This design comes from an exercise in tuning for small area, a short achievable clock period and few clock cycles on the open sky130 flow, not from production work. RTL that was checked went through simulation tests only; none was proved equivalent to the original. For runs 2 to 6, only the layout was checked, not whether the RTL still works. Power is estimated from default activity; no workload was simulated.

**flow/design.v**
```verilog
module bms_crc15_cmd (
    input  wire [15:0] cmd,
    output reg  [15:0] pec
);
    integer j;
    reg [14:0] r;
    always @* begin
        r = 15'h0010;
        for (j = 15; j >= 0; j = j - 1)
            r = {r[13:0], 1'b0} ^ ((r[14] ^ cmd[j]) ? 15'h4599 : 15'h0000);
        pec = {r, 1'b0};
    end
endmodule
module bms_crc10_byte (
    input  wire [9:0] crc_in,
    input  wire [7:0] data,
    output reg  [9:0] crc_out
);
    integer j;
    always @* begin
        crc_out = crc_in;
        for (j = 7; j >= 0; j = j - 1)
            crc_out = {crc_out[8:0], 1'b0} ^ ((crc_out[9] ^ data[j]) ? 10'h08F : 10'h000);
    end
endmodule
module bms_crc10_ctr (
    input  wire [9:0] crc_in,
    input  wire [5:0] ctr,
    output reg  [9:0] crc_out
);
    integer j;
    always @* begin
        crc_out = crc_in;
        for (j = 5; j >= 0; j = j - 1)
            crc_out = {crc_out[8:0], 1'b0} ^ ((crc_out[9] ^ ctr[j]) ? 10'h08F : 10'h000);
    end
endmodule
module bms_codec (
    input  wire        clk,
    input  wire        rst,
    input  wire        req_valid,
    output wire        req_ready,
    input  wire [31:0] req_desc,
    input  wire [7:0]  req_count,
    input  wire [7:0]  req_counter,
    input  wire        in_valid,
    output wire        in_ready,
    input  wire [7:0]  in_data,
    output wire        out_valid,
    input  wire        out_ready,
    output wire [7:0]  out_data,
    output wire        out_last,
    output wire [2:0]  out_status
);
    localparam MAX_DEVICES = 16;
    localparam [1:0] K_CMD = 2'd0, K_WR = 2'd1, K_RD = 2'd2, K_ILL = 2'd3;
    localparam [2:0] ST_OK  = 3'd0, ST_BRK = 3'd1, ST_POR = 3'd3,
                     ST_CCE = 3'd4, ST_ILL = 3'd7;
    localparam [1:0] R_OK = 2'd0, R_BRK = 2'd1, R_CCE = 2'd2, R_POR = 2'd3;
    localparam [9:0] CRC10_SEED = 10'h010;
    reg         req_ready_q, in_ready_q;
    reg  [4:0]  alloc_q;         
    reg  [4:0]  rdf_q;           
    reg         i_busy, i_done, i_inph, i_new;
    reg         i_legal, i_opb, i_opc;    
    reg         i_port;
    reg  [3:0]  i_n1;            
    reg  [15:0] i_cmd;           
    reg  [1:0]  i_rank;          
    reg         i_hdr;           
    reg  [2:0]  i_col;           
    reg  [3:0]  i_srem;          
    reg  [4:0]  i_row;           
    reg         w_v, w_st, w_rd, w_c0, w_c6, w_c7, w_last;
    reg  [3:0]  w_row;
    reg  [7:0]  w_data;
    reg  [9:0]  rcrc_q;          
    reg         hi_ok_q;         
    reg  [7:0]  exp_lo_q;        
    reg  [1:0]  rank_m_q;        
    reg  [767:0] mem;
    reg         p_v, p_fr, p_cmdk, p_wr, p_rd, p_one;
    reg  [3:0]  p_n1;
    reg  [15:0] p_cmd;
    reg  [2:0]  p_stat;
    reg         c_v, c_fr, c_cmdk, c_wr, c_rd, c_one;
    reg  [15:0] c_cmd;
    reg  [2:0]  c_stat;
    reg         s_hdr;
    reg  [7:0]  s_coh;           
    reg  [3:0]  s_srem;
    reg         s_ls;            
    reg         o_v, o_last, o_pay, o_c0, o_c5;
    reg  [7:0]  o_data;
    reg  [2:0]  o_stat;
    reg  [9:0]  wcrc_q;
    assign req_ready  = req_ready_q;
    assign in_ready   = in_ready_q;
    assign out_valid  = o_v;
    assign out_data   = o_data;
    assign out_last   = o_last;
    assign out_status = o_stat;
    wire req_fire = req_valid & req_ready_q;
    wire in_fire  = in_valid & in_ready_q;
    wire advance  = ~o_v | out_ready;
    wire [3:0]  d_op     = req_desc[19:16];
    wire        d_port   = req_desc[22];
    wire [1:0]  d_cls    = req_desc[21:20];
    wire [15:0] d_cmd    = req_desc[15:0];
    wire        d_rsv0   = (req_desc[31:23] == 9'd0);
    wire        d_cnt_ok = (req_count != 8'd0) && (req_count <= MAX_DEVICES);
    reg  [1:0]  d_kind;
    always @* begin
        d_kind = K_ILL;
        if (d_rsv0 && d_cls == 2'd0) begin
            case (d_op)
                4'hA: if (!d_port && req_count == 8'd0 && req_counter == 8'd0)
                          d_kind = K_CMD;
                4'hB: if (d_cnt_ok && req_counter == 8'd0)
                          d_kind = K_WR;
                4'hC: if (d_cmd == 16'd0 && d_cnt_ok && req_counter <= 8'd63)
                          d_kind = K_RD;
                default: d_kind = K_ILL;
            endcase
        end
    end
    wire        d_opb     = (d_op == 4'hB);
    wire        d_opc     = (d_op == 4'hC);
    wire [4:0]  d_row0    = d_port ? alloc_q : (alloc_q + req_count[4:0] - 5'd1);
    wire [4:0]  free_rows = rdf_q + 5'd16 - alloc_q;
    wire        d_wr_ok   = d_port ? (free_rows != 5'd0) : (req_count[4:0] <= free_rows);
    wire [1:0]  i_kind    = ~i_legal ? K_ILL : i_opb ? K_WR : i_opc ? K_RD : K_CMD;
    wire        i_hasin   = i_legal & (i_opb | i_opc);
    wire        n_noin    = i_new & ~i_hasin;    
    wire        i_wr      = i_opb;
    wire        pos_store = i_wr | (~i_hdr & (i_col < 3'd6));
    wire        pos_c0    = ~i_hdr & (i_col == 3'd0);
    wire        pos_send  = ~i_hdr & (i_col == (i_wr ? 3'd5 : 3'd7));
    wire        pos_last  = pos_send & (i_srem == 4'd0);
    wire        pos_hend  = i_hdr & (i_col == 3'd3);
    wire [4:0]  row_nxt   = i_row + 5'd1;
    wire [4:0]  cur_df    = i_row - rdf_q;
    wire [4:0]  nxt_df    = row_nxt - rdf_q;
    wire        chk_cur   = ~cur_df[4];
    wire        chk_nxt   = ~nxt_df[4] | ~i_port;
    wire [9:0] rcrc_byte, rcrc_fold;
    bms_crc10_byte u_rcrc (.crc_in(w_c0 ? CRC10_SEED : rcrc_q), .data(w_data),
                           .crc_out(rcrc_byte));
    bms_crc10_ctr  u_rfold (.crc_in(rcrc_q), .ctr(w_data[7:2]), .crc_out(rcrc_fold));
    wire [1:0] rank_m = (w_data[7:2] == i_cmd[5:0]) ? R_OK :
                        (w_data[7:2] == 6'd0)       ? R_POR : R_CCE;
    wire       pec_ok    = hi_ok_q & (exp_lo_q == w_data);
    wire [1:0] rank_slot = pec_ok ? rank_m_q : R_BRK;
    wire [1:0] rank_new  = (rank_slot > i_rank) ? rank_slot : i_rank;
    wire       w_done   = w_v & w_last;
    wire       w_rdok   = ~w_rd | (rank_new == R_OK);
    wire       push_w   = w_done & ~p_v;
    wire       push_i   = (i_done | n_noin) & ~p_v;
    wire       push     = push_w | push_i;
    reg  [2:0] rank_st;
    always @* begin
        case (i_rank)
            R_OK:    rank_st = ST_OK;
            R_BRK:   rank_st = ST_BRK;
            R_CCE:   rank_st = ST_CCE;
            default: rank_st = ST_POR;
        endcase
    end
    wire [15:0] pec15w;
    bms_crc15_cmd u_crc15 (.cmd(c_cmd), .pec(pec15w));
    wire [7:0] hbyte = (c_cmd[15:8]   & {8{s_coh[0]}}) |
                       (c_cmd[7:0]    & {8{s_coh[1]}}) |
                       (pec15w[15:8]  & {8{s_coh[2]}}) |
                       (pec15w[7:0]   & {8{s_coh[3]}});
    wire s_send  = c_wr ? s_coh[7] : s_coh[5];
    wire s_last  = c_one | (s_hdr ? (c_cmdk & s_coh[3]) : (s_send & s_ls));
    wire iss     = advance & c_v;
    wire c_end   = iss & s_last;
    wire pop     = p_v & (~c_v | c_end);
    wire s_rowrd = ~s_hdr & ~c_one & s_coh[5];
    wire s_rdpay = ~s_hdr & ~c_one & ~s_coh[6] & ~s_coh[7];    
    wire [3:0] rs = rdf_q[3:0];
    genvar gr;
    generate
        for (gr = 0; gr < 16; gr = gr + 1) begin : g_row
            always @(posedge clk)
                if ((w_v && w_st && w_row == gr) || (iss && s_rdpay && rs == gr))
                    mem[gr*48 +: 48] <= {w_data, mem[gr*48+8 +: 40]};
        end
    endgenerate
    wire [63:0] m1;
    wire [31:0] m2;
    wire [15:0] m3;
    generate
        for (gr = 0; gr < 8; gr = gr + 1) begin : g_m1
            assign m1[gr*8 +: 8] = rs[0] ? mem[(2*gr+1)*48 +: 8] : mem[(2*gr)*48 +: 8];
        end
        for (gr = 0; gr < 4; gr = gr + 1) begin : g_m2
            assign m2[gr*8 +: 8] = rs[1] ? m1[(2*gr+1)*8 +: 8] : m1[(2*gr)*8 +: 8];
        end
        for (gr = 0; gr < 2; gr = gr + 1) begin : g_m3
            assign m3[gr*8 +: 8] = rs[2] ? m2[(2*gr+1)*8 +: 8] : m2[(2*gr)*8 +: 8];
        end
    endgenerate
    wire [7:0] rbyte = rs[3] ? m3[15:8] : m3[7:0];
    wire [7:0] sbyte = s_hdr ? hbyte : c_one ? 8'h00 : rbyte;
    wire [9:0] wcrc_byte, wcrc_full;
    bms_crc10_byte u_wcrc (.crc_in(o_c0 ? CRC10_SEED : wcrc_q), .data(o_data),
                           .crc_out(wcrc_byte));
    bms_crc10_ctr  u_wfold (.crc_in(wcrc_byte), .ctr(6'd0), .crc_out(wcrc_full));
    wire s_phi = c_wr & ~s_hdr & s_coh[6];
    wire s_plo = c_wr & ~s_hdr & s_coh[7];
    always @(posedge clk) begin
        if (rst) begin
            req_ready_q <= 1'b1;
            in_ready_q  <= 1'b0;
            alloc_q     <= 5'd0;
            rdf_q       <= 5'd0;
            i_busy      <= 1'b0;
            i_done      <= 1'b0;
            i_inph      <= 1'b0;
            i_new       <= 1'b0;
            w_v         <= 1'b0;
            p_v         <= 1'b0;
            c_v         <= 1'b0;
            o_v         <= 1'b0;
        end else begin
            w_v <= in_fire;
            if (req_fire) begin
                i_busy <= 1'b1;
                i_done <= 1'b0;
                i_inph <= d_opb | d_opc;
            end else begin
                if (push)
                    i_busy <= 1'b0;
                i_done <= (i_done | n_noin | w_done) & p_v;
                if ((in_fire && pos_last) || n_noin)
                    i_inph <= 1'b0;
            end
            if (req_fire)
                req_ready_q <= 1'b0;
            else if (i_busy)
                req_ready_q <= push | (in_fire & pos_last & ~p_v);
            else
                req_ready_q <= 1'b1;
            if (req_fire)
                in_ready_q <= d_opc | (d_opb & d_wr_ok);
            else if (i_inph && !n_noin) begin
                if (in_fire)
                    in_ready_q <= ~pos_last & (pos_hend ? chk_cur : pos_send ? chk_nxt : 1'b1);
                else
                    in_ready_q <= (pos_c0 & pos_store) ? chk_cur : 1'b1;
            end else
                in_ready_q <= 1'b0;
            i_new <= req_fire;
            if (i_new && i_hasin)
                alloc_q <= alloc_q + {1'b0, i_n1} + 5'd1;
            if (push)
                p_v <= 1'b1;
            else if (pop)
                p_v <= 1'b0;
            if (pop)
                c_v <= 1'b1;
            else if (c_end)
                c_v <= 1'b0;
            if (iss && s_rowrd)
                rdf_q <= rdf_q + 5'd1;
            else if (iss && c_one && c_fr)
                rdf_q <= rdf_q + {1'b0, s_srem} + 5'd1;    
            if (advance)
                o_v <= iss;
        end
        w_data <= in_data;
        w_st   <= pos_store;
        w_rd   <= i_opc & ~i_hdr;
        w_c0   <= (i_col == 3'd0);
        w_c6   <= (i_col == 3'd6);
        w_c7   <= (i_col == 3'd7);
        w_last <= pos_last;
        w_row  <= i_row[3:0];
        if (req_fire) begin
            i_legal <= (d_kind != K_ILL);
            i_opb   <= d_opb;
            i_opc   <= d_opc;
            i_port <= d_port;
            i_n1   <= req_count[3:0] - 4'd1;
            i_cmd  <= d_cmd | {10'd0, req_counter[5:0]};    
            i_rank <= R_OK;
            i_hdr  <= d_opc;
            i_col  <= 3'd0;
            i_srem <= req_count[3:0] - 4'd1;
            i_row  <= d_row0;
        end else begin
            if (in_fire) begin
                if (i_hdr) begin
                    if (i_col == 3'd3) begin
                        i_hdr <= 1'b0;
                        i_col <= 3'd0;
                    end else
                        i_col <= i_col + 3'd1;
                end else if (pos_send) begin
                    i_col  <= 3'd0;
                    i_srem <= i_srem - 4'd1;
                    i_row  <= i_port ? row_nxt : (i_row - 5'd1);
                end else
                    i_col <= i_col + 3'd1;
            end
            if (w_v && w_rd && w_c7)
                i_rank <= rank_new;
        end
        if (w_v && w_rd) begin
            if (w_c6) begin
                hi_ok_q  <= (rcrc_fold[9:8] == w_data[1:0]);
                exp_lo_q <= rcrc_fold[7:0];
                rank_m_q <= rank_m;
            end else if (!w_c7)
                rcrc_q <= rcrc_byte;
        end
        if (push) begin
            p_n1   <= i_n1;
            p_cmd  <= i_cmd;
            p_cmdk <= (i_kind == K_CMD);
            p_wr   <= (i_kind == K_WR);
            p_rd   <= (i_kind == K_RD) & (push_w ? w_rdok : (i_rank == R_OK));
            p_one  <= (i_kind == K_ILL) | ((i_kind == K_RD) & ~(push_w ? w_rdok : (i_rank == R_OK)));
            p_fr   <= (i_kind == K_RD) & ~(push_w ? w_rdok : (i_rank == R_OK));
            p_stat <= (i_kind == K_ILL) ? ST_ILL : push_w ? ST_OK : rank_st;
            if (push_w && w_rd) begin
                case (rank_new)
                    R_OK:    p_stat <= ST_OK;
                    R_BRK:   p_stat <= ST_BRK;
                    R_CCE:   p_stat <= ST_CCE;
                    default: p_stat <= ST_POR;
                endcase
            end
        end
        if (pop) begin
            c_cmd  <= p_cmd;
            c_stat <= p_stat;
            c_fr   <= p_fr;
            c_cmdk <= p_cmdk;
            c_wr   <= p_wr;
            c_rd   <= p_rd;
            c_one  <= p_one;
            s_hdr  <= p_cmdk | p_wr;
            s_coh  <= 8'b0000_0001;
            s_srem <= p_n1;
            s_ls   <= (p_n1 == 4'd0);
        end else if (iss) begin
            if (s_hdr) begin
                if (s_coh[3]) begin
                    s_hdr <= 1'b0;
                    s_coh <= 8'b0000_0001;
                end else
                    s_coh <= {s_coh[6:0], 1'b0};
            end else if (s_send) begin
                s_coh  <= 8'b0000_0001;
                s_srem <= s_srem - 4'd1;
                s_ls   <= (s_srem == 4'd1);
            end else
                s_coh <= {s_coh[6:0], 1'b0};
        end
        if (advance) begin
            o_data <= s_phi ? {6'd0, wcrc_full[9:8]} : s_plo ? wcrc_q[7:0] : sbyte;
            o_pay  <= c_wr & ~s_hdr & ~s_coh[6] & ~s_coh[7];
            o_c0   <= s_coh[0];
            o_c5   <= s_coh[5];
            o_last <= s_last;
            o_stat <= (c_one & s_last) ? c_stat : ST_OK;
            if (o_v && o_pay)
                wcrc_q <= o_c5 ? wcrc_full : wcrc_byte;
        end
    end
endmodule
```
**flow/constraint.sdc**
```tcl
create_clock -name core_clock -period 9.0 [get_ports {clk}]
set_input_delay 1.8000 -clock core_clock [delete_from_list [all_inputs] [get_ports {clk}]]
set_output_delay 1.8000 -clock core_clock [all_outputs]
set_load 0.01 [all_outputs]
```
**flow/flow/run.sh**
```bash
#!/bin/bash
# Standard layout, with timing repair aiming at a setup slack of MARGIN ns.
set -euo pipefail
MARGIN=6
sed "s/\"\\\${@:-finish}\"/SETUP_SLACK_MARGIN=$MARGIN &/" standard.sh > standard_margin.sh
grep -q "SETUP_SLACK_MARGIN=$MARGIN" standard_margin.sh
bash standard_margin.sh > make_finish.log 2>&1
```
**flow/config.mk**
```make
export PLATFORM = sky130hd
export DESIGN_NAME = bms_codec
export DESIGN_NICKNAME = bms_codec
export VERILOG_FILES = /design/flow/design.v
export SDC_FILE = /design/flow/constraint.sdc
export NUM_CORES = 4
export LEC_CHECK = 0
export CAP_MARGIN = 20
export CORE_MARGIN = 2
export CORE_UTILIZATION = 40
export CTS_CLUSTER_DIAMETER = 100
export CTS_CLUSTER_SIZE = 30
export PLACE_DENSITY = 0.6
export SLEW_MARGIN = 20
```
**flow/standard.sh**
```bash
#!/bin/bash
# synth_recipe.tcl (not shown) runs the flow's synth.tcl, then flattens the netlist and writes it again
# the make line also repeats each setting of config.mk as NAME=value (left out here)
make -C /OpenROAD-flow-scripts/flow DESIGN_CONFIG=/design/flow/config.mk WORK_HOME=/design/flow/orfs CLKGATE_MAP_FILE= SYNTH_SCRIPT=/design/flow/synth_recipe.tcl "${@:-finish}"
```
==> flow_summary.toml, run 1 <==
[outcome]
status = "no timing/DRC/antenna violations"

[setup_path]
worstPathRequired_ns = 7.20
critPathBufInv = 1
crit_family = "flip-flops"
max_fo_critical_path = 3
critPathArrivalTime_ns = 1.26
timing.critical_path.from_type = "flop"
timing.critical_path.to_type = "primary output"
critical-path-slowest-cell = "sky130_fd_sc_hd__edfxtp_1"
setup.worst_path.class = "reg -> out"
path_cells = "buf_2"
worst_path_largest_cell_delay_ns = 0.47

[grt]
globalRoute.totalOverflow = 0
grt_antenna_before_repair = 3
grt_start_max_net_pins = 40
global_route.usage.total_pct = 15.2
grt_pass1_wl_microns = 102000
first_global_vias = 16155

[floorplanning]
floorplan.initialDensity_pct = 40.2
design.core.area_sq_um = 86500
pin_count = 76
dieHeight_microns = 299
floorplan.die_area_sq_um = 89400
die_width_microns = 299
std_cell_rows = 108

[sta]
min_period_over_period_pct = 34.0
fin_setup_tns_ns = 0
max_freq_mhz = 327
grt_setup_unrepaired = "yes"
finalSetupViolCount = 0
fin_worst_hold_slack_ns = 0.416
final_hold_viol_count = 0
finClkSkew_ns = 0.0309
max_slew.worst_pin.slew_ns = 0.851
worst_slack_ns = 5.94
final.min_clock_period_ns = 3.06
slew_violations = 0
relSlewSlack_pct = 43.1

[placement]
hpwl_microns = 39700
detailedPlace.worstSlack_ns = 4.59
io_buffers = 75
gpl.final_weighted_congestion = 0.846
dpl_cell_area_sq_um = 37200

[logic_synthesis]
dominantRegCellSynth = "sky130_fd_sc_hd__edfxtp_1"
synth_seq_cells = 955
synth-edff-count = 904
avgSynthCellArea_sq_um = 19.6
post_synth_instance_area_sq_um = 34800
netlist_instances = 1772
synth.lib_cells_used.distinct = 67
async_flop_share_pct = 0
postSynthNetCount = 1891
yosysWarningCount = 4
synth_seq_area_share_pct = 80.9

[drt]
avgRoutedWirePerCell_microns = 22.0
post_detailed_route_via_to_cell_ratio = 5.12
wl_met1_microns = 29400
drtPass1Iterations = 5
drt-initial-drc-count = 1492
wl_met2_microns = 34900
top_signal_layer_used = "met5"
post-route-drc-count = 0
dr_total_vias = 16272
drt.antenna.violating_nets = 0
routed-wl-met3_microns = 3600
routed_wirelength_microns = 70000

[clock_network]
tritoncts_num_sinks = 955
maximum_buffer_depth_of_the_clock_tree = 3
clock_latency_ns = 0.62
cts-htree-levels = 2
cts_made_buffers = 39
worst_setup_hold_path_clk_slew_ns = 0.11
post_cts_hold_buffer_count = 0
tritoncts = "done"
cts.root.buffer_cell = "sky130_fd_sc_hd__clkbuf_16"

[cells_and_area]
synthesis_to_layout_area_growth_pct = 15.5
final_design_area_excluding_fillers_sq_um = 40200
final_core_util_pct = 46.5
layout.nets = 2116
final_layout_size_suffix_gt1_share_pct = 18.0

[power_and_ir_drop]
vdd_drop_max_mv = 0.142
power.density_cell_area_nw_per_um2 = 207
leakagePower_nw = 13.0

[min_path]
hold_path_class = "reg -> reg"

[flow_run]
max_cap_viol_count = 0
==> final timing paths <==
path | cells past startpoint | slack [ns] | endpoint | start
worst max register to register | 11 | 6.15 | in_ready_q | alloc_q[1]
worst max-delay path | 1 | 5.94 | out_data[0] | o_data[0]
worst min-delay path | 0 | 0.42 | mem[530] | mem[538]
worst min register to register | 0 | 0.42 | mem[530] | mem[538]
==> cell families (layout without fill, tap and decap cells) <==
family / count (synthesis) / after routing / synth area share, %
XOR/XNOR: 223 / 223 / 6.40
other: 0 / 1 / 0
AO/OA/AOI/OAI: 155 / 203 / 3.01
flip-flops: 955 / 955 / 80.9
multiplexers: 52 / 52 / 2.93
buffers and inverters: 92 / 293 / 1.19
AND/OR/NAND/NOR: 237 / 237 / 3.35
adder cells (fa/ha/maj): 58 / 58 / 2.17
==> power breakdown <==
group | internal [mW] | total (mW) | switching, mW | leakage [nW]
Sequential | 4.90 | 4.97 | 0.0773 | 8.61
Clock | 0.857 | 2.14 | 1.28 | 0.560
Combinational | 0.586 | 1.22 | 0.631 | 3.88
==> synth_stat cells (21+ instances only) <==
master,number,area share (%)
sky130_fd_sc_hd__dfxtp_1,51,2.9
sky130_fd_sc_hd__clkbuf_1,25,0.27
sky130_fd_sc_hd__xnor2_1,150,3.8
sky130_fd_sc_hd__nor3_1,21,0.30
sky130_fd_sc_hd__nand2_1,50,0.54
sky130_fd_sc_hd__mux4_2,40,2.6
sky130_fd_sc_hd__edfxtp_1,904,78
sky130_fd_sc_hd__inv_1,52,0.56
sky130_fd_sc_hd__nor2_1,65,0.70
sky130_fd_sc_hd__o21ai_0,32,0.46
sky130_fd_sc_hd__xor2_1,52,1.3
sky130_fd_sc_hd__a21oi_1,41,0.59
sky130_fd_sc_hd__ha_1,54,1.9
==> per-stage QoR <==
step / std cells / power, mW
detailed placement: 2978 / 6.21
global placement: 2978 / 6.18
floorplan: 1772 / 5.95
finish: 3177 / 8.33
CTS: 3154 / 8.36
global route: 3176 / 8.65
==> flip-flops by register name, summed over array words and instances (netlist names), 4 cells and up <==
register  flops
rcrc_q       10
o_data        8
i_cmd        16
w_data        8
w_row         4
i_n1          4
c_cmd        16
wcrc_q       10
exp_lo_q      8
s_srem        4
i_row         5
p_n1          4
p_cmd        16
rdf_q         5
alloc_q       5
s_coh         8
mem         768
i_srem        4
==> routing by layer <==
layer  vias up  GRT usage, %
met4         2          4.85
met1      8304          20.5
met3       123          1.80
met5         -             0
met2       456          25.9
li1       7387             -
==> cell usage in the layout (no fill, tap or decap), types with 14 or more instances in the layout <==
cell type / instances
sky130_fd_sc_hd__buf_4: 64
sky130_fd_sc_hd__a22o_4: 24
sky130_fd_sc_hd__xnor2_1: 145
sky130_fd_sc_hd__nor2_1: 61
sky130_fd_sc_hd__clkdlybuf4s50_1: 55
sky130_fd_sc_hd__xor2_1: 51
sky130_fd_sc_hd__buf_12: 14
sky130_fd_sc_hd__inv_1: 42
sky130_fd_sc_hd__clkbuf_1: 15
sky130_fd_sc_hd__mux4_2: 40
sky130_fd_sc_hd__nor2b_1: 15
sky130_fd_sc_hd__ha_1: 44
sky130_fd_sc_hd__edfxtp_1: 904
sky130_fd_sc_hd__buf_2: 16
sky130_fd_sc_hd__a32o_2: 18
sky130_fd_sc_hd__o21ai_0: 25
sky130_fd_sc_hd__clkbuf_16: 43
sky130_fd_sc_hd__dfxtp_1: 34
sky130_fd_sc_hd__a21oi_1: 39
sky130_fd_sc_hd__nand2_1: 47
==> layout make-up <==
cell class / count / area, sq um
Fill cell: 7230 / 46300
Sequential cell: 955 / 28200
Multi-Input combinational cell: 773 / 7390
Timing Repair Buffer: 174 / 1740
Tap cell: 1155 / 1450
Clock buffer: 55 / 1060
Inverter: 54 / 229
Clock inverter: 10 / 110
Antenna cell: 1 / 2.50
==> timing repair <==
item	CTS	global route
cloned	50	4
pin swaps	8	9
resized for setup	154	41
buffers inserted	61	16
endpoints found under the setup margin	877	505
Testbench counts, summed over its fixed seeds: cycles 68,260.
==> inputs of run 2 (changes only) <==
--- a/flow/design.v
+++ b/flow/design.v
@@ -77,5 +77,4 @@
     reg  [9:0]  rcrc_q;          
     reg         hi_ok_q;         
-    reg  [7:0]  exp_lo_q;        
     reg  [1:0]  rank_m_q;        
     reg  [767:0] mem;
@@ -150,5 +149,5 @@
     wire [1:0] rank_m = (w_data[7:2] == i_cmd[5:0]) ? R_OK :
                         (w_data[7:2] == 6'd0)       ? R_POR : R_CCE;
-    wire       pec_ok    = hi_ok_q & (exp_lo_q == w_data);
+    wire       pec_ok    = hi_ok_q & (rcrc_q[7:0] == w_data);
     wire [1:0] rank_slot = pec_ok ? rank_m_q : R_BRK;
     wire [1:0] rank_new  = (rank_slot > i_rank) ? rank_slot : i_rank;
@@ -312,5 +311,5 @@
             if (w_c6) begin
                 hi_ok_q  <= (rcrc_fold[9:8] == w_data[1:0]);
-                exp_lo_q <= rcrc_fold[7:0];
+                rcrc_q   <= rcrc_fold;
                 rank_m_q <= rank_m;
             end else if (!w_c7)
==> run 2 against run 1 <==
  * First-iteration DRC count up 1.5%
  * Utilization up 0.50 points
  * Combinational power up 4%
  * Critical endpoint is now mem[569]
  * Critical path depth up 9
  * Setup slack worse by 0.081 ns
  * Synthesized cell count up 3.8%
  * Clock skew up 0.0096 ns
==> flow_summary.toml, run 2 <==
[setup_path]
worst_path_largest_cell_delay_ns = 0.34
worstPathRequired_ns = 9.32
timing.critical_path.mode_cell = "sky130_fd_sc_hd__buf_4"
critical-path-slowest-cell = "sky130_fd_sc_hd__nor3_4"
max_fo_critical_path = 12
crit_family = "simple AND/OR/NAND/NOR gates"
path_cells = "buf_6, nand2b_4, and2_4, buf_4, nand3_2, nor3_4, buf_4, nand2_2, o21ai_4, clkbuf_16"
timing.critical_path.from_type = "input port"
crit_path_start = "out_ready"
critPathArrivalTime_ns = 3.45
start_of_the_worst_register_to_register_path = "w_row[1]"
timing.critical_path.to_type = "flop"
setup.worst_path.class = "in -> reg"
critPathBufInv = 4

[power_and_ir_drop]
seq_power_share_pct = 58.4
vdd_drop_max_mv = 0.219
clock_power_share_pct = 26.5
comb_power_share_pct = 15.1
p_sw_mw = 2.02
leakagePower_nw = 13.1
internal_power_contribution_mw = 6.41
power.density_cell_area_nw_per_um2 = 207
p_sw_share_pct = 23.9
report.power.total_mw = 8.42

[drt]
post-route-drc-count = 0
routed_wirelength_microns = 68700
avgRoutedWirePerCell_microns = 21.4
drt.antenna.violating_nets = 0
drtPass1Iterations = 5
drt-initial-drc-count = 1514
dr_total_vias = 16143
post_detailed_route_via_to_cell_ratio = 5.03

[clock_network]
maximum_buffer_depth_of_the_clock_tree = 3
clock_latency_ns = 0.61
cts_made_buffers = 41
worst_setup_hold_path_clk_slew_ns = 0.11
cts.root.buffer_cell = "sky130_fd_sc_hd__clkbuf_16"
cts-htree-levels = 2
tritoncts_num_sinks = 947
tritoncts = "done"
post_cts_hold_buffer_count = 0

[sta]
final.min_clock_period_ns = 3.14
finalSetupViolCount = 0
min_period_over_period_pct = 34.9
max_slew.worst_pin.slew_ns = 1.03
relSlewSlack_pct = 31.4
worst_slack_ns = 5.86
slew_violations = 0
max_freq_mhz = 319
grt_setup_unrepaired = "yes"
fin_setup_tns_ns = 0
finClkSkew_ns = 0.0405
final_hold_viol_count = 0
fin_worst_hold_slack_ns = 0.408

[floorplanning]
die_width_microns = 300
pin_count = 76
floorplan.die_area_sq_um = 89700
std_cell_rows = 108
design.core.area_sq_um = 86600
dieHeight_microns = 300
floorplan.initialDensity_pct = 40.3

[cells_and_area]
leading_cell_type_in_the_layout_fill_and_taps_excluded = "sky130_fd_sc_hd__edfxtp_1"
flip_flop_count_of_the_largest_register_all_copies_and_words_added = 768
final_layout_size_suffix_gt1_share_pct = 17.1
final_core_util_pct = 47.0
final.fill_count = 7099
final_cell_mix = "896 x sky130_fd_sc_hd__edfxtp_1, 162 x sky130_fd_sc_hd__xnor2_1, 77 x sky130_fd_sc_hd__nor2_1, 58 x sky130_fd_sc_hd__clkbuf_16, 57 x sky130_fd_sc_hd__nand2_1"
registers.top_by_ff_count = "mem"
layout.nets = 2156
final_design_area_excluding_fillers_sq_um = 40700
synthesis_to_layout_area_growth_pct = 16.4
finish.cell_count_without_fillers = 3208

[logic_synthesis]
async_flop_share_pct = 0
dominantRegCellSynth = "sky130_fd_sc_hd__edfxtp_1"
synth_seq_cells = 947
avgSynthCellArea_sq_um = 19.0
synth_top_cells_by_count = "896 x sky130_fd_sc_hd__edfxtp_1, 168 x sky130_fd_sc_hd__xnor2_1, 79 x sky130_fd_sc_hd__nor2_1"
synth.lib_cells_used.distinct = 71
yosysWarningCount = 4
synth_top_cell_area_share_pct = 77.0
synthDominantAreaCellType = "sky130_fd_sc_hd__edfxtp_1"
yosys.cell_count.top_type = "sky130_fd_sc_hd__edfxtp_1"
synth_seq_area_share_pct = 79.9
ys_top_cells_by_area = "sky130_fd_sc_hd__edfxtp_1 77%, sky130_fd_sc_hd__xnor2_1 4.2%, sky130_fd_sc_hd__dfxtp_1 2.9%"
postSynthNetCount = 1959
post_synth_instance_area_sq_um = 34900
netlist_instances = 1840
synth-edff-count = 896

[placement]
place.detailed.instances = 3047
detailedPlace.worstSlack_ns = 4.13
io_buffers = 75
dpl_cell_area_sq_um = 37500
gpl.final_weighted_congestion = 0.857
hpwl_microns = 41600

[min_path]
hold_start = "mem[163]"
hold_path_class = "reg -> reg"

[grt]
globalRouteMet2Util_pct = 24.4
grt_start_max_net_pins = 49
globalRoute.totalOverflow = 0
grt_use_met1_pct = 19.9
grt_pass1_wl_microns = 98300
busiest_layer = "met2"
global_route.usage.total_pct = 14.6
grt_antenna_before_repair = 6
global_route.usage.met3_pct = 2.36
first_global_vias = 15790

[outcome]
status = "no timing/DRC/antenna violations"

[flow_run]
max_cap_viol_count = 0
run 2: changes by cell type in the layout (fill, tap and decap cells not counted), sizes merged, moves of 8 or more:
cell	delta
a21oi	+10
a22o	-24
a32o	-25
edfxtp	-8
nand2	+14
nor2	+14
nor3	-9
o21ai	+13
xnor2	+19
run 2: worst paths after layout:
path               to  slack (ns)  cells past startpoint
max          mem[569]        5.86                     10
min          mem[155]        0.41                      0
max reg2reg  mem[713]        5.96                      5
min reg2reg  mem[155]        0.41                      0
run 2: repair_timing:
action / 4_1_cts / 5_1_grt
gates resized for setup: 163 / 54
endpoints found under the setup margin: 884 / 378
pin swaps: 10 / 7
cloned: 17 / 31
setup buffers: 32 / 22
run 2: final cells by class:
| class | instances | area, sq um | area share (%) |
|---|---|---|---|
| tap | 1155 | 1450 | 3.55 |
| clock buffer | 47 | 1110 | 2.73 |
| sequential | 947 | 28000 | 68.7 |
| antenna | 1 | 2.50 | 0.00615 |
| timing repair buffer | 190 | 2410 | 5.93 |
| inverter | 55 | 240 | 0.591 |
| multi-input combinational | 802 | 7340 | 18.0 |
| clock inverter | 11 | 161 | 0.397 |
run 2: power by group through the flow:
stage	Sequential (mW)	Clock, mW	Combinational, mW
6_report	4.92	2.23	1.27
3_5_place_dp	5.03	0	1.21
4_1_cts	4.93	2.31	1.24
5_1_grt	4.93	2.46	1.38
2_1_floorplan	4.99	0	0.955
3_3_place_gp	5.03	0	1.18
run 2: worst register-to-register path: stages, from the launching register on:
cell and delay [ns]:
sky130_fd_sc_hd__dfxtp_1 0.88, sky130_fd_sc_hd__nor2b_1 0.61, sky130_fd_sc_hd__nand3_1 0.54, sky130_fd_sc_hd__o22ai_4 0.36
sky130_fd_sc_hd__buf_12 0.19, sky130_fd_sc_hd__clkbuf_16 0.17
run 2: cell families after synthesis:
kind of cell               Yosys count  synth area share [%]
buffers and inverters              102                  1.12
DFF                                947                  79.9
muxes                               56                  3.04
xor gates and xnor gates           247                  7.04
AOI/OAI and AO/OA                  172                  3.13
adders and majority gates           58                  2.16
and+or+nand+nor                    258                  3.57
run 2: metal layers:
| layer | up-vias | part of all wire [%] |
|---|---|---|
| li1 | 7390 | - |
| met1 | 8217 | 43 |
| met2 | 415 | 49 |
| met3 | 117 | 5.4 |
| met4 | 4 | 2.9 |
| met5 | - | 0.048 |
==> inputs of run 3 (changes only) <==
--- a/flow/config.mk
+++ b/flow/config.mk
@@ -9,5 +9,5 @@
 export CORE_MARGIN = 2
 export CORE_UTILIZATION = 40
-export CTS_CLUSTER_DIAMETER = 100
+export CTS_CLUSTER_DIAMETER = 150
 export CTS_CLUSTER_SIZE = 30
 export PLACE_DENSITY = 0.6
==> run 3 against run 2 <==
  * Combinational power barely moved
  * Global-route usage rose by 0.18 points
  * Sequential share of layout area rose by 0.13 points
  * Setup slack improved by 0.012 ns
  * Non-clock buffer count rose by 16
  * Sequential power barely moved
  * Wire length rose by 0.92%
  * Synthesized area did not move
  * Die area did not move
  * Highest routed layer is now met4
  * Critical endpoint is now mem[594]
  * Power fell by 2.3%
  * Largest cell class unchanged
  * Maximum frequency rose by 0.38%
==> flow_summary.toml, run 3 <==
[flow_run]
max_cap_viol_count = 0

[logic_synthesis]
synth_compound_area_share_pct = 3.13
post_synth_instance_area_sq_um = 34900
async_flop_share_pct = 0
synth_top_cell_area_share_pct = 77.0
yosys.area_share.simple_pct = 3.57
synth-edff-count = 896
synth_top_cells_by_count = "896 x sky130_fd_sc_hd__edfxtp_1, 168 x sky130_fd_sc_hd__xnor2_1, 79 x sky130_fd_sc_hd__nor2_1"
main_combinational_cell_family_by_area_after_synthesis = "XOR/XNOR gates"
synth_seq_area_share_pct = 79.9
avgSynthCellArea_sq_um = 19.0
dominantRegCellSynth = "sky130_fd_sc_hd__edfxtp_1"
yosys.area_share.adder_pct = 2.16
synth_xor_xnor_area_share_pct = 7.04
yosys.cell_count.top_type = "sky130_fd_sc_hd__edfxtp_1"
netlist_instances = 1840
synth_seq_cells = 947
ys_top_cells_by_area = "sky130_fd_sc_hd__edfxtp_1 77%, sky130_fd_sc_hd__xnor2_1 4.2%, sky130_fd_sc_hd__dfxtp_1 2.9%"
synthDominantAreaCellType = "sky130_fd_sc_hd__edfxtp_1"
postSynthNetCount = 1959
muxShareOfSynthArea_pct = 3.04
yosysWarningCount = 4
synth.lib_cells_used.distinct = 71

[cells_and_area]
flip_flop_count_of_the_largest_register_all_copies_and_words_added = 768
registers.top_by_ff_count = "mem"
antenna-diode-count = 0
final_layout_size_suffix_gt1_share_pct = 17.1
leading_cell_type_in_the_layout_fill_and_taps_excluded = "sky130_fd_sc_hd__edfxtp_1"
layout.nets = 2170
final.fill_count = 7142
finish.cell_count_without_fillers = 3220
synthesis_to_layout_area_growth_pct = 16.2
final_cell_mix = "896 x sky130_fd_sc_hd__edfxtp_1, 162 x sky130_fd_sc_hd__xnor2_1, 77 x sky130_fd_sc_hd__nor2_1, 57 x sky130_fd_sc_hd__nand2_1, 56 x sky130_fd_sc_hd__buf_4"

[clock_network]
tritoncts_num_sinks = 947
worst_setup_hold_path_clk_slew_ns = 0.12
cts.root.buffer_cell = "sky130_fd_sc_hd__clkbuf_16"
tritoncts = "done"
clock_latency_ns = 0.61
maximum_buffer_depth_of_the_clock_tree = 3
cts_made_buffers = 37
cts-htree-levels = 2

[drt]
post-route-drc-count = 0
drt-initial-drc-count = 1543
drt.antenna.violating_nets = 0
drtPass1Iterations = 5
routed_wirelength_microns = 69300
post_detailed_route_via_to_cell_ratio = 5.02
avgRoutedWirePerCell_microns = 21.5
dr_total_vias = 16153

[grt]
grt_start_max_net_pins = 49
globalRoute.totalOverflow = 0
global_route.usage.total_pct = 14.8
grt_antenna_before_repair = 5
grt_pass1_wl_microns = 99400
first_global_vias = 15886

[power_and_ir_drop]
power.density_cell_area_nw_per_um2 = 203
leakagePower_nw = 13.1
vdd_drop_max_mv = 0.219

[sta]
fin_setup_tns_ns = 0
slew_violations = 0
relSlewSlack_pct = 26.3
grt_setup_unrepaired = "yes"
finClkSkew_ns = 0.0307
final.min_clock_period_ns = 3.13
max_slew.worst_pin.slew_ns = 1.10
finalSetupViolCount = 0
min_period_over_period_pct = 34.7
final_hold_viol_count = 0
max_freq_mhz = 320

[setup_path]
worstPathRequired_ns = 9.32
setup.worst_path.class = "in -> reg"
max_fo_critical_path = 6
timing.critical_path.to_type = "flop"
timing.critical_path.from_type = "input port"
critPathArrivalTime_ns = 3.45

[placement]
hpwl_microns = 41600
gpl.final_weighted_congestion = 0.857
place.detailed.instances = 3047
io_buffers = 75

[floorplanning]
floorplan.die_area_sq_um = 89700
floorplan.initialDensity_pct = 40.3
std_cell_rows = 108
die_width_microns = 300
dieHeight_microns = 300
design.core.area_sq_um = 86600
pin_count = 76

[min_path]
hold_path_class = "reg -> reg"

[outcome]
status = "no timing/DRC/antenna violations"
[run 3: cell count changes in the layout (fill, tap and decap cells not counted), sizes merged, moves of 2 or more]
cell,delta
clkbuf,+3
inv,-7
a22o,+2
buf,+17
[run 3: routing by layer]
metal,track usage (%),wire [microns]
met1,20.3,29600
met3,1.98,3300
met2,24.8,34500
met4,4.50,1890
met5,0,0
[run 3: cell type report]
type / instances / area [sq um] / area share (%)
clock inverters: 2 / 25.0 / 0.0616
flip-flops and latches: 947 / 28000 / 68.9
repair buffers: 206 / 2550 / 6.29
multi-input cells: 804 / 7350 / 18.1
clock buffers: 51 / 1020 / 2.52
well taps: 1155 / 1450 / 3.56
inverters: 55 / 240 / 0.592
[run 3: logic make-up after synthesis]
| group | count (synthesis) |
|---|---|
| compound gates | 172 |
| xor+xnor | 247 |
| simple gates | 258 |
| flops | 947 |
| fa+ha+maj | 58 |
| mux | 56 |
| buf+inv | 102 |
[run 3: final timing paths]
kind | start | to | slack, ns | cells past startpoint
setup / recovery | out_ready | mem[594] | 5.87 | 11
hold / removal | mem[212] | mem[204] | 0.40 | 0
setup reg to reg | w_row[0] | mem[463] | 6.02 | 4
hold reg to reg | mem[212] | mem[204] | 0.40 | 0
[run 3: critical path, cell delays in order]
cell                        delay, ns
sky130_fd_sc_hd__buf_6           0.07
sky130_fd_sc_hd__nand2b_4        0.13
sky130_fd_sc_hd__and2_4          0.17
sky130_fd_sc_hd__nand4_1         0.12
sky130_fd_sc_hd__buf_6           0.20
sky130_fd_sc_hd__or2_4           0.23
sky130_fd_sc_hd__buf_4           0.15
sky130_fd_sc_hd__o21ai_4         0.14
sky130_fd_sc_hd__buf_12          0.14
sky130_fd_sc_hd__buf_12          0.13
sky130_fd_sc_hd__clkbuf_16       0.15
[run 3: timing repair]
action,4_1_cts,5_1_grt
resized for setup,164,55
pin swaps,12,10
endpoints found under the setup margin,884,567
setup buffers,45,22
hold buffers,0,0
gates cloned,27,26
[run 3: power by group]
group	switching, mW	internal (mW)
clock	1.22	0.810
combinational	0.652	0.626
sequential	0.0677	4.85
total	1.94	6.29
[run 3: per-stage QoR]
stage / power (mW) / setup WS (ns) / area [sq um] / util, % / hold slack [ns]
global route: 8.55 / 5.85 / 40600 / 46.9 / 0.422
floorplan: 5.95 / 4.93 / 35300 / - / 0.400
detailed placement: 6.24 / 4.13 / 37500 / 43.3 / 0.405
global placement: 6.21 / 4.15 / 37500 / 43.3 / 0.400
CTS: 8.27 / 5.91 / 39700 / 45.8 / 0.407
finish: 8.23 / 5.87 / 40600 / 46.9 / 0.403
==> inputs of run 4 (changes only) <==
--- a/flow/design.v
+++ b/flow/design.v
@@ -77,4 +77,5 @@
     reg  [9:0]  rcrc_q;          
     reg         hi_ok_q;         
+    reg  [7:0]  exp_lo_q;        
     reg  [1:0]  rank_m_q;        
     reg  [767:0] mem;
@@ -92,4 +93,5 @@
     reg         o_v, o_last, o_pay, o_c0, o_c5;
     reg  [7:0]  o_data;
+    reg  [7:0]  o_cdata;         
     reg  [2:0]  o_stat;
     reg  [9:0]  wcrc_q;
@@ -149,5 +151,5 @@
     wire [1:0] rank_m = (w_data[7:2] == i_cmd[5:0]) ? R_OK :
                         (w_data[7:2] == 6'd0)       ? R_POR : R_CCE;
-    wire       pec_ok    = hi_ok_q & (rcrc_q[7:0] == w_data);
+    wire       pec_ok    = hi_ok_q & (exp_lo_q == w_data);
     wire [1:0] rank_slot = pec_ok ? rank_m_q : R_BRK;
     wire [1:0] rank_new  = (rank_slot > i_rank) ? rank_slot : i_rank;
@@ -178,4 +180,5 @@
     wire pop     = p_v & (~c_v | c_end);
     wire s_rowrd = ~s_hdr & ~c_one & s_coh[5];
+    wire [7:0] o_data_nx;
     wire s_rdpay = ~s_hdr & ~c_one & ~s_coh[6] & ~s_coh[7];    
     wire [3:0] rs = rdf_q[3:0];
@@ -205,9 +208,10 @@
     wire [7:0] sbyte = s_hdr ? hbyte : c_one ? 8'h00 : rbyte;
     wire [9:0] wcrc_byte, wcrc_full;
-    bms_crc10_byte u_wcrc (.crc_in(o_c0 ? CRC10_SEED : wcrc_q), .data(o_data),
+    bms_crc10_byte u_wcrc (.crc_in(o_c0 ? CRC10_SEED : wcrc_q), .data(o_cdata),
                            .crc_out(wcrc_byte));
     bms_crc10_ctr  u_wfold (.crc_in(wcrc_byte), .ctr(6'd0), .crc_out(wcrc_full));
     wire s_phi = c_wr & ~s_hdr & s_coh[6];
     wire s_plo = c_wr & ~s_hdr & s_coh[7];
+    assign o_data_nx = s_phi ? {6'd0, wcrc_full[9:8]} : s_plo ? wcrc_q[7:0] : sbyte;
     always @(posedge clk) begin
         if (rst) begin
@@ -311,5 +315,5 @@
             if (w_c6) begin
                 hi_ok_q  <= (rcrc_fold[9:8] == w_data[1:0]);
-                rcrc_q   <= rcrc_fold;
+                exp_lo_q <= rcrc_fold[7:0];
                 rank_m_q <= rank_m;
             end else if (!w_c7)
@@ -361,5 +365,7 @@
         end
         if (advance) begin
-            o_data <= s_phi ? {6'd0, wcrc_full[9:8]} : s_plo ? wcrc_q[7:0] : sbyte;
+            o_data  <= o_data_nx;
+            if (c_wr && s_rdpay)
+                o_cdata <= rbyte;
             o_pay  <= c_wr & ~s_hdr & ~s_coh[6] & ~s_coh[7];
             o_c0   <= s_coh[0];
--- a/flow/config.mk
+++ b/flow/config.mk
@@ -9,5 +9,5 @@
 export CORE_MARGIN = 2
 export CORE_UTILIZATION = 40
-export CTS_CLUSTER_DIAMETER = 150
+export CTS_CLUSTER_DIAMETER = 100
 export CTS_CLUSTER_SIZE = 30
 export PLACE_DENSITY = 0.6
==> run 4 against run 3 <==
  * Setup slack improved by 0.055 ns
  * Flip-flop and latch count rose by 16
  * Still clean on timing, DRC and antenna
  * Critical path depth did not move
  * Highest routed layer is now met5
  * Global-route usage rose by 0.74 points
  * Maximum frequency rose by 1.8%
  * Power fell by 1.1%
  * Final area rose by 1.7%
  * Largest power group unchanged
==> flow_summary.toml, run 4 <==
[cells_and_area]
final_cell_mix = "912 x sky130_fd_sc_hd__edfxtp_1, 150 x sky130_fd_sc_hd__xnor2_1, 68 x sky130_fd_sc_hd__buf_4, 67 x sky130_fd_sc_hd__nor2_1, 54 x sky130_fd_sc_hd__clkdlybuf4s50_1"
multi_input_comb_area_sq_um = 8050
flip_flop_count_of_the_largest_register_all_copies_and_words_added = 768
ff_latch_area_sq_um = 28400
registers.top_by_ff_count = "mem"
final_layout_size_suffix_gt1_share_pct = 19.6
layout.nets = 2149
leading_cell_type_in_the_layout_fill_and_taps_excluded = "sky130_fd_sc_hd__edfxtp_1"
synthesis_to_layout_area_growth_pct = 17.2
final.fill_count = 7172

[power_and_ir_drop]
leakagePower_nw = 13.5
p_sw_share_pct = 23.1
internal_power_contribution_mw = 6.26
seq_power_share_pct = 61.6
clock_power_share_pct = 26.9
p_sw_mw = 1.88
vdd_drop_max_mv = 0.136
comb_power_share_pct = 11.5
report.power.total_mw = 8.14
power.density_cell_area_nw_per_um2 = 197

[sta]
final_hold_viol_count = 0
final.min_clock_period_ns = 3.07
finalSetupViolCount = 0
fin_setup_tns_ns = 0
max_freq_mhz = 326
slew_violations = 0
finClkSkew_ns = 0.0406
relSlewSlack_pct = 36.3
max_slew.worst_pin.slew_ns = 0.953
min_period_over_period_pct = 34.1
grt_setup_unrepaired = "yes"

[outcome]
status = "no timing/DRC/antenna violations"

[logic_synthesis]
ys_top_cells_by_area = "sky130_fd_sc_hd__edfxtp_1 78%, sky130_fd_sc_hd__xnor2_1 3.9%, sky130_fd_sc_hd__dfxtp_1 2.9%"
avgSynthCellArea_sq_um = 19.8
dominantRegCellSynth = "sky130_fd_sc_hd__edfxtp_1"
synth_top_cell_area_share_pct = 77.7
synth.lib_cells_used.distinct = 66
synth-edff-count = 912
yosysWarningCount = 4
async_flop_share_pct = 0
yosys.cell_count.top_type = "sky130_fd_sc_hd__edfxtp_1"
synth_seq_area_share_pct = 80.6
synthDominantAreaCellType = "sky130_fd_sc_hd__edfxtp_1"
synth_top_cells_by_count = "912 x sky130_fd_sc_hd__edfxtp_1, 158 x sky130_fd_sc_hd__xnor2_1, 69 x sky130_fd_sc_hd__nor2_1"
synth_seq_cells = 963
netlist_instances = 1783
postSynthNetCount = 1902
post_synth_instance_area_sq_um = 35200

[drt]
dr_total_vias = 16594
post_detailed_route_via_to_cell_ratio = 5.16
drt-initial-drc-count = 1621
post-route-drc-count = 0
drt.antenna.violating_nets = 0
avgRoutedWirePerCell_microns = 22.5
drtPass1Iterations = 6
routed_wirelength_microns = 72300

[clock_network]
cts.root.buffer_cell = "sky130_fd_sc_hd__clkbuf_16"
tritoncts = "done"
maximum_buffer_depth_of_the_clock_tree = 3
post_cts_hold_buffer_count = 0
clock_latency_ns = 0.62
cts-htree-levels = 2
tritoncts_num_sinks = 963
cts_made_buffers = 40
worst_setup_hold_path_clk_slew_ns = 0.11

[setup_path]
timing.critical_path.mode_cell = "sky130_fd_sc_hd__buf_6"
max_fo_critical_path = 12
critical-path-slowest-cell = "sky130_fd_sc_hd__a32o_4"
setup.worst_path.class = "in -> reg"
timing.critical_path.from_type = "input port"
crit_family = "buffers and inverters"
path_cells = "buf_6, nand2b_4, and2_4, nand3_4, buf_12, buf_6, nor3_4, buf_4, buf_6, clkbuf_16, a32o_4"
worst_path_largest_cell_delay_ns = 0.25
critPathArrivalTime_ns = 3.39
critPathBufInv = 6
worstPathRequired_ns = 9.32
timing.critical_path.to_type = "flop"

[grt]
grt_start_max_net_pins = 40
global_route.usage.total_pct = 15.6
grt_pass1_wl_microns = 104000
first_global_vias = 16284
globalRoute.totalOverflow = 0
grt_antenna_before_repair = 7

[floorplanning]
pin_count = 76
die_width_microns = 301
std_cell_rows = 108
design.core.area_sq_um = 87000
floorplan.initialDensity_pct = 40.5
floorplan.die_area_sq_um = 90500
dieHeight_microns = 301

[placement]
gpl.final_weighted_congestion = 0.846
hpwl_microns = 40100
io_buffers = 75

[min_path]
hold_path_class = "reg -> reg"

[flow_run]
max_cap_viol_count = 0
[run 4: worst register-to-register path, delay by kind of cell (launching register included)]
kind,cells,cell delay (ns)
simple gates,1,0.20
fa+ha+maj,4,1.21
compound gates,4,0.67
flops,1,0.37
xor+xnor,1,0.21
buf+inv,1,0.15
[run 4: what timing repair did]
item	4_1_cts	5_1_grt
setup buffers	63	14
gates cloned	66	13
resized for setup	173	44
setup endpoints to repair	848	343
pin swaps	12	8
[run 4: power groups by stage]
stage                     clock, mW  sequential (mW)  combinational [mW]
after floorplan                   0             5.07               0.662
after global placement            0             5.11               0.827
after detailed placement          0             5.11               0.839
after CTS                      2.27             5.02               0.898
after global routing           2.40             5.02                1.02
final                          2.19             5.01               0.939
[run 4: cells by family (layout without fill, tap and decap cells)]
group	count (synthesis)	count (layout)	synth area share (%)
DFF	963	963	80.6
xor gates and xnor gates	237	237	6.90
and+or+nand+nor	222	223	3.15
AOI/OAI and AO/OA	150	218	2.94
buffers and inverters	98	302	1.22
adders and majority gates	58	58	2.15
muxes	55	55	2.99
other	0	2	0
[run 4: routing by layer]
metal | up-vias | global-route usage (%) | routed length, microns
li1 | 7561 | - | -
met1 | 8508 | 20.8 | 31000
met2 | 393 | 25.7 | 35400
met3 | 122 | 2.32 | 3080
met4 | 10 | 6.17 | 2850
met5 | - | 0 | 64
[run 4: stage by stage]
step	hold slack (ns)	area [sq um]	util (%)	instances	worst slack (ns)
after global placement	0.400	37700	43.3	2985	4.60
after floorplan	0.372	35700	-	1783	5.36
after CTS	0.412	40700	46.8	3182	5.97
after detailed placement	0.405	37700	43.3	2985	4.56
after global routing	0.427	41300	47.4	3211	5.90
final	0.415	41300	47.4	3213	5.93
[run 4: final timing paths]
path | start | cells past startpoint | endpoint | slack (ns)
max | out_ready | 11 | mem[730] | 5.93
min | mem[594] | 0 | mem[586] | 0.41
max reg2reg | rdf_q[1] | 11 | in_ready_q | 6.05
min reg2reg | mem[594] | 0 | mem[586] | 0.41
[run 4: final cells by class]
class / count / area share, %
sequential: 963 / 68.9
tap: 1155 / 3.50
inverter: 52 / 0.539
multi-input combinational: 791 / 19.5
clock inverter: 9 / 0.324
timing repair buffer: 182 / 4.67
clock buffer: 59 / 2.60
antenna: 2 / 0.0121
==> inputs of run 5 (changes only) <==
--- a/flow/design.v
+++ b/flow/design.v
@@ -72,6 +72,6 @@
     reg  [3:0]  i_srem;          
     reg  [4:0]  i_row;           
-    reg         w_v, w_st, w_rd, w_c0, w_c6, w_c7, w_last;
-    reg  [3:0]  w_row;
+    reg         w_v, w_rd, w_c0, w_c6, w_c7, w_last;
+    reg  [15:0] w_we;            
     reg  [7:0]  w_data;
     reg  [9:0]  rcrc_q;          
@@ -93,5 +93,4 @@
     reg         o_v, o_last, o_pay, o_c0, o_c5;
     reg  [7:0]  o_data;
-    reg  [7:0]  o_cdata;         
     reg  [2:0]  o_stat;
     reg  [9:0]  wcrc_q;
@@ -180,5 +179,4 @@
     wire pop     = p_v & (~c_v | c_end);
     wire s_rowrd = ~s_hdr & ~c_one & s_coh[5];
-    wire [7:0] o_data_nx;
     wire s_rdpay = ~s_hdr & ~c_one & ~s_coh[6] & ~s_coh[7];    
     wire [3:0] rs = rdf_q[3:0];
@@ -187,5 +185,5 @@
         for (gr = 0; gr < 16; gr = gr + 1) begin : g_row
             always @(posedge clk)
-                if ((w_v && w_st && w_row == gr) || (iss && s_rdpay && rs == gr))
+                if (w_we[gr] || (iss && s_rdpay && rs == gr))
                     mem[gr*48 +: 48] <= {w_data, mem[gr*48+8 +: 40]};
         end
@@ -208,10 +206,9 @@
     wire [7:0] sbyte = s_hdr ? hbyte : c_one ? 8'h00 : rbyte;
     wire [9:0] wcrc_byte, wcrc_full;
-    bms_crc10_byte u_wcrc (.crc_in(o_c0 ? CRC10_SEED : wcrc_q), .data(o_cdata),
+    bms_crc10_byte u_wcrc (.crc_in(o_c0 ? CRC10_SEED : wcrc_q), .data(o_data),
                            .crc_out(wcrc_byte));
     bms_crc10_ctr  u_wfold (.crc_in(wcrc_byte), .ctr(6'd0), .crc_out(wcrc_full));
     wire s_phi = c_wr & ~s_hdr & s_coh[6];
     wire s_plo = c_wr & ~s_hdr & s_coh[7];
-    assign o_data_nx = s_phi ? {6'd0, wcrc_full[9:8]} : s_plo ? wcrc_q[7:0] : sbyte;
     always @(posedge clk) begin
         if (rst) begin
@@ -225,4 +222,5 @@
             i_new       <= 1'b0;
             w_v         <= 1'b0;
+            w_we        <= 16'd0;
             p_v         <= 1'b0;
             c_v         <= 1'b0;
@@ -230,4 +228,5 @@
         end else begin
             w_v <= in_fire;
+            w_we <= {16{in_fire & pos_store}} & (16'd1 << i_row[3:0]);
             if (req_fire) begin
                 i_busy <= 1'b1;
@@ -275,5 +274,4 @@
         end
         w_data <= in_data;
-        w_st   <= pos_store;
         w_rd   <= i_opc & ~i_hdr;
         w_c0   <= (i_col == 3'd0);
@@ -281,5 +279,4 @@
         w_c7   <= (i_col == 3'd7);
         w_last <= pos_last;
-        w_row  <= i_row[3:0];
         if (req_fire) begin
             i_legal <= (d_kind != K_ILL);
@@ -365,7 +362,5 @@
         end
         if (advance) begin
-            o_data  <= o_data_nx;
-            if (c_wr && s_rdpay)
-                o_cdata <= rbyte;
+            o_data <= s_phi ? {6'd0, wcrc_full[9:8]} : s_plo ? wcrc_q[7:0] : sbyte;
             o_pay  <= c_wr & ~s_hdr & ~s_coh[6] & ~s_coh[7];
             o_c0   <= s_coh[0];
==> run 5 against run 4 <==
  * Still clean
  * Wire length fell by 1.9%
  * Utilization decreased by 1.1 points
  * Die area is essentially flat
  * Clock skew up 0.0063 ns
  * Power rose by 4.3%
  * First-iteration DRC count is 11% lower
  * Critical path depth shrank 10
  * Flip-flop and latch count is 3 higher
  * Sequential share of layout area increased by 1.6 points
  * Critical path type is now reg -> out
  * Largest cell class unchanged
  * Largest power group unchanged
  * Highest routed layer unchanged
==> flow_summary.toml, run 5 <==
[floorplanning]
floorplan.die_area_sq_um = 90500
pin_count = 76
floorplan.initialDensity_pct = 40.5
die_width_microns = 301
std_cell_rows = 108
design.core.area_sq_um = 87000
dieHeight_microns = 301

[sta]
slew_violations = 0
finClkSkew_ns = 0.0469
final_hold_viol_count = 0
relSlewSlack_pct = 12.4
fin_setup_tns_ns = 0
max_freq_mhz = 327
max_slew.worst_pin.slew_ns = 1.31
final.min_clock_period_ns = 3.06
grt_setup_unrepaired = "yes"
finalSetupViolCount = 0
min_period_over_period_pct = 33.9

[clock_network]
tritoncts_num_sinks = 966
cts.root.buffer_cell = "sky130_fd_sc_hd__clkbuf_16"
cts_made_buffers = 39
post_cts_hold_buffer_count = 0
tritoncts = "done"
cts-htree-levels = 2
maximum_buffer_depth_of_the_clock_tree = 3
worst_setup_hold_path_clk_slew_ns = 0.12
clock_latency_ns = 0.62

[logic_synthesis]
synth.lib_cells_used.distinct = 70
synthDominantAreaCellType = "sky130_fd_sc_hd__edfxtp_1"
postSynthNetCount = 1935
muxShareOfSynthArea_pct = 2.84
post_synth_instance_area_sq_um = 35300
synth_seq_cells = 966
netlist_instances = 1811
synth_seq_area_share_pct = 80.5
yosys.area_share.adder_pct = 2.32
ys_top_cells_by_area = "sky130_fd_sc_hd__edfxtp_1 77%, sky130_fd_sc_hd__xnor2_1 4.0%, sky130_fd_sc_hd__dfxtp_1 3.5%"
synth_compound_area_share_pct = 2.93
synth_top_cells_by_count = "904 x sky130_fd_sc_hd__edfxtp_1, 161 x sky130_fd_sc_hd__xnor2_1, 72 x sky130_fd_sc_hd__nor2_1"
main_combinational_cell_family_by_area_after_synthesis = "XOR/XNOR gates"
yosys.area_share.simple_pct = 3.37
avgSynthCellArea_sq_um = 19.5
yosysWarningCount = 4
async_flop_share_pct = 0
dominantRegCellSynth = "sky130_fd_sc_hd__edfxtp_1"
synth_xor_xnor_area_share_pct = 6.94
synth-edff-count = 904
synth_top_cell_area_share_pct = 77.0
yosys.cell_count.top_type = "sky130_fd_sc_hd__edfxtp_1"

[cells_and_area]
final_layout_size_suffix_gt1_share_pct = 15.8
finish.cell_count_without_fillers = 3185
registers.top_by_ff_count = "mem"
leading_cell_type_in_the_layout_fill_and_taps_excluded = "sky130_fd_sc_hd__edfxtp_1"
layout.nets = 2127
synthesis_to_layout_area_growth_pct = 14.3
flip_flop_count_of_the_largest_register_all_copies_and_words_added = 768
final_cell_mix = "904 x sky130_fd_sc_hd__edfxtp_1, 161 x sky130_fd_sc_hd__xnor2_1, 68 x sky130_fd_sc_hd__nor2_1, 65 x sky130_fd_sc_hd__a21o_4, 55 x sky130_fd_sc_hd__dfxtp_1"

[setup_path]
critical-path-slowest-cell = "sky130_fd_sc_hd__edfxtp_1"
worst_path_largest_cell_delay_ns = 0.46
critPathArrivalTime_ns = 1.26
crit_family = "flip-flops"
max_fo_critical_path = 2
worstPathRequired_ns = 7.20
critPathBufInv = 1
path_cells = "buf_2"
setup.worst_path.class = "reg -> out"
timing.critical_path.to_type = "primary output"
timing.critical_path.from_type = "flop"

[placement]
place.detailed.instances = 3020
gpl.final_weighted_congestion = 0.854
hpwl_microns = 41800
io_buffers = 75

[grt]
first_global_vias = 15901
grt_pass1_wl_microns = 103000
grt_antenna_before_repair = 6
grt_start_max_net_pins = 41
globalRoute.totalOverflow = 0
global_route.usage.total_pct = 15.4

[power_and_ir_drop]
vdd_drop_max_mv = 0.218
report.power.total_mw = 8.49
leakagePower_nw = 13.1
power.density_cell_area_nw_per_um2 = 211

[drt]
avgRoutedWirePerCell_microns = 22.3
post_detailed_route_via_to_cell_ratio = 5.07
post-route-drc-count = 0
routed_wirelength_microns = 70900
drtPass1Iterations = 5
drt.antenna.violating_nets = 0
dr_total_vias = 16157
drt-initial-drc-count = 1440

[outcome]
status = "no timing/DRC/antenna violations"

[min_path]
hold_path_class = "reg -> reg"

[flow_run]
max_cap_viol_count = 0
==> run 5: changes by cell type after synthesis, sizes merged, moves of 9 or more <==
| cell | previous run | this run |
|---|---|---|
| nand2 | 33 | 46 |
| and3 | 12 | 21 |
| nor3 | 22 | 12 |
| xnor2 | 159 | 175 |
| dfxtp | 51 | 62 |
| clkbuf | 37 | 24 |
| a21o | 8 | 23 |
==> run 5: final cells by class <==
| type | instances | area [sq um] |
|---|---|---|
| Fill cell | 7294 | 46700 |
| Inverter | 57 | 245 |
| Timing Repair Buffer | 130 | 1360 |
| Tap cell | 1155 | 1450 |
| Multi-Input combinational cell | 809 | 7670 |
| Sequential cell | 966 | 28400 |
| Clock inverter | 6 | 82.6 |
| Antenna cell | 1 | 2.50 |
| Clock buffer | 61 | 1090 |
==> run 5: logic make-up after synthesis <==
family	count (synthesis)
mux	50
compound gates	160
flops	966
simple gates	238
buf+inv	94
xor+xnor	240
fa+ha+maj	63
==> run 5: metal layers <==
layer  global-route usage [%]  routed length [microns]  share of wire (%)
met1                     21.3                    31100                 44
met5                        0                       13              0.018
met2                     26.0                    35600                 50
met4                     3.42                     1270                1.8
met3                     1.90                     2930                4.1
==> run 5: metrics by stage <==
| step | util [%] | setup slack [ns] | instance area (sq um) | hold WS (ns) |
|---|---|---|---|---|
| 6_report | 46.3 | 5.94 | 40300 | 0.399 |
| 2_1_floorplan | - | 5.55 | 35600 | 0.400 |
| 3_5_place_dp | 43.4 | 4.61 | 37700 | 0.405 |
| 3_3_place_gp | 43.4 | 4.67 | 37700 | 0.400 |
| 4_1_cts | 45.9 | 5.89 | 39900 | 0.395 |
| 5_1_grt | 46.3 | 5.89 | 40300 | 0.400 |
==> run 5: timing repair <==
action | CTS | global route
pin swaps | 5 | 2
resized for setup | 144 | 42
cloned | 47 | 15
endpoints found under the setup margin | 891 | 341
buffers inserted | 31 | 3
==> run 5: power breakdown <==
| group | internal (mW) | switching [mW] | total, mW |
|---|---|---|---|
| sequential | 4.94 | 0.0595 | 5.00 |
| combinational | 0.636 | 0.683 | 1.32 |
| clock | 0.870 | 1.30 | 2.17 |
| total | 6.45 | 2.04 | 8.49 |
==> run 5: worst paths after layout <==
path | start | to | slack [ns] | depth (start not counted)
max | o_data[4] | out_data[4] | 5.94 | 1
min | mem[21] | mem[13] | 0.40 | 0
max reg2reg | rdf_q[1] | in_ready_q | 6.10 | 13
min reg2reg | mem[21] | mem[13] | 0.40 | 0
==> inputs of run 6 (changes only) <==
--- a/flow/config.mk
+++ b/flow/config.mk
@@ -9,6 +9,6 @@
 export CORE_MARGIN = 2
 export CORE_UTILIZATION = 40
-export CTS_CLUSTER_DIAMETER = 100
-export CTS_CLUSTER_SIZE = 30
+export CTS_CLUSTER_DIAMETER = 80
+export CTS_CLUSTER_SIZE = 20
 export PLACE_DENSITY = 0.6
 export SLEW_MARGIN = 20
==> run 6 against run 5 <==
  * Still clean on timing, DRC and antenna
  * Die area unchanged
  * Hold slack better by 0.013 ns
  * Synthesized cell count unchanged
  * Clock skew down 0.019 ns
  * Clock power up 16%
  * Flip-flop and latch count unchanged
  * Final area up 1.1%
  * Synthesized area unchanged
  * First-iteration DRC count up 17%
  * Critical endpoint is now out_data[7]
  * Largest power group unchanged
==> flow_summary.toml, run 6 <==
[logic_synthesis]
synthDominantAreaCellType = "sky130_fd_sc_hd__edfxtp_1"
async_flop_share_pct = 0
dominantRegCellSynth = "sky130_fd_sc_hd__edfxtp_1"
postSynthNetCount = 1935
synth_top_cell_area_share_pct = 77.0

[cells_and_area]
final.fill_count = 7256
registers.top_by_ff_count = "mem"
final_layout_size_suffix_gt1_share_pct = 16.8
flip_flop_count_of_the_largest_register_all_copies_and_words_added = 768
leading_cell_type_in_the_layout_fill_and_taps_excluded = "sky130_fd_sc_hd__edfxtp_1"
synthesis_to_layout_area_growth_pct = 15.6
layout.nets = 2151

[clock_network]
tritoncts = "done"
post_cts_hold_buffer_count = 0
maximum_buffer_depth_of_the_clock_tree = 3

[power_and_ir_drop]
internal_power_contribution_mw = 6.73
p_sw_share_pct = 23.9
p_sw_mw = 2.11
seq_power_share_pct = 56.5
power.density_cell_area_nw_per_um2 = 217

[placement]
io_buffers = 75
dpl_cell_area_sq_um = 37700
detailedPlace.worstSlack_ns = 4.61
gpl.final_weighted_congestion = 0.854

[outcome]
status = "no timing/DRC/antenna violations"

[sta]
slew_violations = 0
min_period_over_period_pct = 34.0
grt_setup_unrepaired = "yes"
max_slew.worst_pin.slew_ns = 0.943
final.min_clock_period_ns = 3.06
max_freq_mhz = 327
finalSetupViolCount = 0

[floorplanning]
floorplan.initialDensity_pct = 40.5
die_width_microns = 301
std_cell_rows = 108

[setup_path]
crit_family = "flip-flops"
setup.worst_path.class = "reg -> out"
worst_path_largest_cell_delay_ns = 0.45
path_cells = "buf_2"
timing.critical_path.from_type = "flop"
worstPathRequired_ns = 7.20

[grt]
globalRoute.totalOverflow = 0
grt_start_max_net_pins = 41
global_route.usage.total_pct = 15.8
grt_antenna_before_repair = 7

[drt]
routed_wirelength_microns = 72800
dr_total_vias = 16472
post_detailed_route_via_to_cell_ratio = 5.13
drtPass1Iterations = 5
==> run 6: cells by family (layout without fill, tap and decap cells) <==
kind of cell             count (synthesis)  count (layout)  synth area share (%)
flip-flops                             966             966                  80.5
XOR/XNOR                               240             240                  6.94
AND/OR/NAND/NOR                        238             238                  3.37
AO/OA/AOI/OAI                          160             219                  2.93
buffers and inverters                   94             276                  1.08
adder cells (fa/ha/maj)                 63              63                  2.32
multiplexers                            50              50                  2.84
other                                    0               3                     0
==> run 6: path summary, 6_finish.rpt <==
| check | startpoint | end | slack, ns | cells past startpoint |
|---|---|---|---|---|
| setup / recovery | o_data[7] | out_data[7] | 5.94 | 1 |
| hold / removal | mem[116] | mem[108] | 0.41 | 0 |
| setup reg to reg | alloc_q[2] | in_ready_q | 6.09 | 12 |
| hold reg to reg | mem[116] | mem[108] | 0.41 | 0 |
==> run 6: worst reg2reg max path, cell delays in order (launching register included) <==
cell and delay, ns:
sky130_fd_sc_hd__dfxtp_1 0.46, sky130_fd_sc_hd__inv_1 0.14, sky130_fd_sc_hd__ha_1 0.36, sky130_fd_sc_hd__ha_1 0.31, sky130_fd_sc_hd__a21o_1 0.16, sky130_fd_sc_hd__a21oi_1 0.16, sky130_fd_sc_hd__xnor2_1 0.17, sky130_fd_sc_hd__ha_1 0.28
sky130_fd_sc_hd__and3_1 0.17, sky130_fd_sc_hd__a31oi_1 0.17, sky130_fd_sc_hd__o21ai_1 0.09, sky130_fd_sc_hd__a21oi_1 0.18, sky130_fd_sc_hd__o32ai_1 0.10
==> run 6: area by class of cell <==
type | instances | area (sq um) | share of cell area, %
Inverter | 57 | 245 | 0.602
Sequential cell | 966 | 28400 | 69.7
Clock buffer | 74 | 1470 | 3.60
Tap cell | 1155 | 1450 | 3.55
Antenna cell | 3 | 7.51 | 0.0184
Timing Repair Buffer | 136 | 1440 | 3.54
Clock inverter | 9 | 91.3 | 0.224
Multi-Input combinational cell | 810 | 7650 | 18.8
==> run 6: repair_timing <==
action / CTS / global route
hold endpoints to repair: 0 / 0
resized for setup: 151 / 34
pin swaps: 5 / 3
setup buffers: 30 / 5
cloned: 62 / 6
setup endpoints to repair: 890 / 561
==> run 6: layer usage <==
metal,share of wire (%),global-route usage (%),up-vias
li1,-,-,7422
met1,43,21.9,8515
met2,50,26.7,437
met3,4.5,1.96,94
met4,2.0,3.85,4
met5,0.037,0,-
==> run 6: stage by stage <==
step           hold WS, ns  utilization [%]
6_report             0.412             46.8
3_5_place_dp         0.405             43.4
2_1_floorplan        0.400                -
4_1_cts              0.410             46.5
5_1_grt              0.419             46.8
3_3_place_gp         0.400             43.4
==> run 6: power groups by stage <==
stage | combinational [mW] | clock, mW | sequential [mW]
final | 1.32 | 2.52 | 5.00
after global routing | 1.44 | 2.74 | 5.01
after CTS | 1.32 | 2.60 | 5.00
after detailed placement | 1.29 | 0 | 5.11
after global placement | 1.27 | 0 | 5.11
after floorplan | 1.04 | 0 | 5.08

Check on run 6: ideal ports give 5.940 ns setup slack; a clkbuf_16 on the clock port and buf_2 on the inputs give 5.872 ns; moving port delays by the midpoint clock arrival (0.691 ns) as well gives 5.337 ns.
